This design comes from an exercise in tuning for small area and few clock cycles per item on the open sky130 flow, not from production work. Only simulation tests tie the RTL to the original design; equivalence was not proved. Power figures rest on the tool's default switching activity, not on a simulated workload.

== build 17 ==
Design vs23_setmode, start of the top module:
module vs23_setmode (
    input  wire        clk,
    input  wire        rst,             
    input  wire        cmd_valid,
    output wire        cmd_ready,
    input  wire [31:0] cmd_modesel,     
    output wire        tx_valid,
    input  wire        tx_ready,
    output wire        tx_reg,          
    output wire [19:0] tx_addr,         
    output wire [1:0]  tx_len,          
    output wire [31:0] tx_data,         
    output wire [7:0]  err,
    output wire        mode_valid,
    output wire        std_pal,
    output wire        std_il,
    output wire [7:0]  mode_index,
    output wire [19:0] pitch,
    output wire [19:0] base,
    output wire [19:0] index_start,
    output wire [15:0] total_lines,
    output wire [15:0] line_len,
    output wire [15:0] pic_start,
    output wire [15:0] pic_end
);
    function automatic lt10(input [9:0] a, input [9:0] K);
        integer b;
        reg r;
        begin
            r = 1'b0;
            for (b = 0; b < 10; b = b + 1)
  ...
export LEC_CHECK = 0
export CAP_MARGIN = 20
export CORE_MARGIN = 2
export CORE_UTILIZATION = 40
export SLEW_MARGIN = 20
create_clock -name core_clock -period 16.0 [get_ports {clk}]
standard.sh (not shown) runs the stock make flow with config.mk's settings and CLKGATE_MAP_FILE= SYNTH_SCRIPT=/design/flow/synth_recipe.tcl, a recipe that flattens the netlist after the stock synthesis.
==> flow/flow/run.sh <==
#!/bin/bash
# Standard layout with four changes:
#  - after the standard synthesis, the combinational logic between the
#    flip-flops is re-mapped by ABC for area (flip-flops kept as they are);
#  - ports are buffered with the smallest buffer (sky130_fd_sc_hd__buf_1);
#  - constant outputs share one tie cell instead of one tie cell each;
#  - the clock tree uses clkbuf_8 buffers and no dummy loads.
set -euo pipefail
here=$(pwd)
R=$here/orfs/results/$FLOW_PLATFORM/vs23_setmode/base
YOSYS=${YOSYS_EXE:-$FLOW_HOME/../tools/install/yosys/bin/yosys}
export BUFFER_PORTS_ARGS="-buffer_cell sky130_fd_sc_hd__buf_1"
export SKIP_REPAIR_TIE_FANOUT=1
# clock tree: clkbuf_8 buffers (the default picks clkbuf_16), no dummy loads
export CTS_ARGS="-sink_clustering_enable -repair_clock_nets -dont_use_dummy_load -buf_list {sky130_fd_sc_hd__clkbuf_4 sky130_fd_sc_hd__clkbuf_8} -sink_clustering_size 8"

# 1. standard synthesis
bash standard.sh synth > synth.log 2>&1
cp -p $R/1_2_yosys.v $R/1_2_yosys_std.v

# 2. re-map the logic between the flip-flops
RESYN_LIB=$FLOW_HOME/platforms/sky130hd/lib/sky130_fd_sc_hd__tt_025C_1v80.lib \
RESYN_DONT_USE="$(cat flow/dont_use.txt)" \
RESYN_IN=$R/1_2_yosys_std.v RESYN_TOP=$FLOW_TOP \
RESYN_WORK=$here RESYN_SEEDS="0 1 2 3" RESYN_T=90 RESYN_LOG=$here/resyn_seeds.log \
RESYN_STAT=$here/resyn_stat.txt RESYN_OUT=$R/1_2_yosys_resyn.v \
  $YOSYS -c flow/resyn.tcl > resyn.log 2>&1
cp $R/1_2_yosys_resyn.v $R/1_2_yosys.v
rm -f $R/1_synth.odb $R/1_synth.sdc

# 3. the rest of the standard flow
bash standard.sh > standard.log 2>&1
==> flow/flow/resyn.tcl <==
# Re-map the combinational logic of the standard synthesis for area.
# Every flip-flop instance of the standard netlist is kept as it is (same
# name, same cell); only the gates between them are re-optimised by ABC.
# ABC's deep synthesis is run with a few random seeds; the smallest mapped
# result is kept.
yosys -import
set lib $::env(RESYN_LIB)
set dont_use $::env(RESYN_DONT_USE)
set top $::env(RESYN_TOP)
yosys read_liberty -ignore_miss_func $lib
yosys read_verilog $::env(RESYN_IN)
yosys hierarchy -top $top
# keep sequential cells as instances
yosys setattr -mod -set keep_hierarchy 1 {sky130_fd_sc_hd__*df*} {sky130_fd_sc_hd__*dl*}
yosys flatten
yosys opt_clean -purge
set du {}
foreach c $dont_use { lappend du -dont_use $c }
yosys design -save pre
set best 1e30
set log [open $::env(RESYN_LOG) w]
foreach seed $::env(RESYN_SEEDS) {
  yosys design -load pre
  set f [open $::env(RESYN_WORK)/resyn_$seed.abc w]
  puts $f "strash\n&get -n\n&deepsyn -T $::env(RESYN_T) -S $seed\n&put\ndch -f\namap"
  close $f
  yosys abc -script $::env(RESYN_WORK)/resyn_$seed.abc -liberty $lib {*}$du $top
  yosys opt_clean -purge
  set st [tee -q -s result.string stat -liberty $lib $top]
  set area 1e30
  regexp {Chip area for module '\\[^']*': ([0-9.]+)} $st -> area
  puts $log "seed $seed area $area"
  flush $log
  if {$area < $best} {
    set best $area
    yosys design -save best
  }
}
puts $log "best $best"
close $log
yosys design -load best
# flattening named wires after the cells' pins; drop those names
yosys rename -hide w:*.*
yosys hilomap -singleton -hicell sky130_fd_sc_hd__conb_1 HI -locell sky130_fd_sc_hd__conb_1 LO
yosys insbuf -buf sky130_fd_sc_hd__buf_4 A X
yosys opt_clean -purge
yosys select -module $top
yosys tee -o $::env(RESYN_STAT) stat -liberty $lib
yosys write_verilog -noattr -nohex -nodec -selected $::env(RESYN_OUT)
Other scripts of this flow, unchanged in this note and not shown: flow/flow/dont_use.txt
In summary, build 17 completed successfully, with a layout that passed the timing, design-rule and antenna checks.
Testbench counts of build 17, summed over its fixed seeds: cycles 142,200, commands 72.
[inputs] build 5 vs build 17
diff --git a/flow/flow/run.sh b/flow/flow/run.sh
--- a/flow/flow/run.sh
+++ b/flow/flow/run.sh
@@ -13,5 +13,5 @@
 export SKIP_REPAIR_TIE_FANOUT=1
 # clock tree: clkbuf_8 buffers (the default picks clkbuf_16), no dummy loads
-export CTS_ARGS="-sink_clustering_enable -repair_clock_nets -dont_use_dummy_load -buf_list {sky130_fd_sc_hd__clkbuf_4 sky130_fd_sc_hd__clkbuf_8} -sink_clustering_size 8"
+export CTS_ARGS="-sink_clustering_enable -repair_clock_nets -dont_use_dummy_load -buf_list {sky130_fd_sc_hd__clkbuf_16} -sink_clustering_size 64 -sink_clustering_max_diameter 500"
 
 # 1. standard synthesis
@@ -23,5 +23,5 @@
 RESYN_DONT_USE="$(cat flow/dont_use.txt)" \
 RESYN_IN=$R/1_2_yosys_std.v RESYN_TOP=$FLOW_TOP \
-RESYN_WORK=$here RESYN_SEEDS="0 1 2 3" RESYN_T=90 RESYN_LOG=$here/resyn_seeds.log \
+RESYN_WORK=$here RESYN_SEEDS="0" RESYN_T=20 RESYN_LOG=$here/resyn_seeds.log \
 RESYN_STAT=$here/resyn_stat.txt RESYN_OUT=$R/1_2_yosys_resyn.v \
   $YOSYS -c flow/resyn.tcl > resyn.log 2>&1
## What came out
Taking build 17 as the reference point, the total routed wire length on the met1 layer of build 5 falls by 2.1%.
On die width, build 5 tracks build 17 almost exactly.
Compared with build 17, build 5 shows final cell count that has gone up slightly.
Compared build 5 vs build 17, and area of the core region is up in build 5.
Build 5: all stages complete, timing, DRC and antenna checks passed
## Diff of input files: build 21 against build 5
diff --git a/flow/flow/run.sh b/flow/flow/run.sh
--- a/flow/flow/run.sh
+++ b/flow/flow/run.sh
@@ -13,5 +13,5 @@
 export SKIP_REPAIR_TIE_FANOUT=1
 # clock tree: clkbuf_8 buffers (the default picks clkbuf_16), no dummy loads
-export CTS_ARGS="-sink_clustering_enable -repair_clock_nets -dont_use_dummy_load -buf_list {sky130_fd_sc_hd__clkbuf_16} -sink_clustering_size 64 -sink_clustering_max_diameter 500"
+export CTS_ARGS="-sink_clustering_enable -repair_clock_nets -dont_use_dummy_load -buf_list {sky130_fd_sc_hd__clkbuf_8} -sink_clustering_size 30 -sink_clustering_max_diameter 500"
 
 # 1. standard synthesis
Findings:
Looking at the reports, build 21 completed the entire flow and the layout it produced met the timing, design-rule and antenna checks.
Number of fill cells: higher on build 21
Looking at build 21 and build 5, the final wirelength is a wash.
Build 21 vs build 5 — cell area after layout dropped slightly
Register share of the cell area in build 21 is 0.35 points above build 5.
Diff build 5..build 21 | post-CTS resize count | unchanged
The power in build 21 sits about 10% below the value recorded for build 5.
Combinational power share (higher): build 21
Build 5 -> build 21: chip width flat
The delay contributed by the slowest stage of the critical path on build 21 is in line with that on build 5.

==> re-timing with driven ports <==
The results above use ideal ports. As a check the final layouts listed here were re-extracted and re-timed, cells and wires unchanged.
Step 1, drivers: a clkbuf_16 drives clk and a buf_2 each remaining input, both assumed.
Step 2 moves the port delays by t, midway between the first and last clock arrival at a register: inputs arrive t later, outputs are due t later. That takes back most of the time a late clock gives input paths.
Three values: ideal ports, drivers, drivers and shift; two values: the first two.
| run | t (ns) | slack for setup (ns) | worst setup path after step 2 | pins driven straight from the clock port |
|---|---|---|---|---|
| build 17 | 0.333 | 7.154 / 7.129 / 7.129 | input to output | 1 |
| build 5 | 0.323 | 7.351 / 7.325 / 7.325 | input to output | 1 |
| build 21 | 0.332 | 7.354 / 7.328 / 7.328 | input to output | 1 |
After both steps every run listed still meets setup and hold.
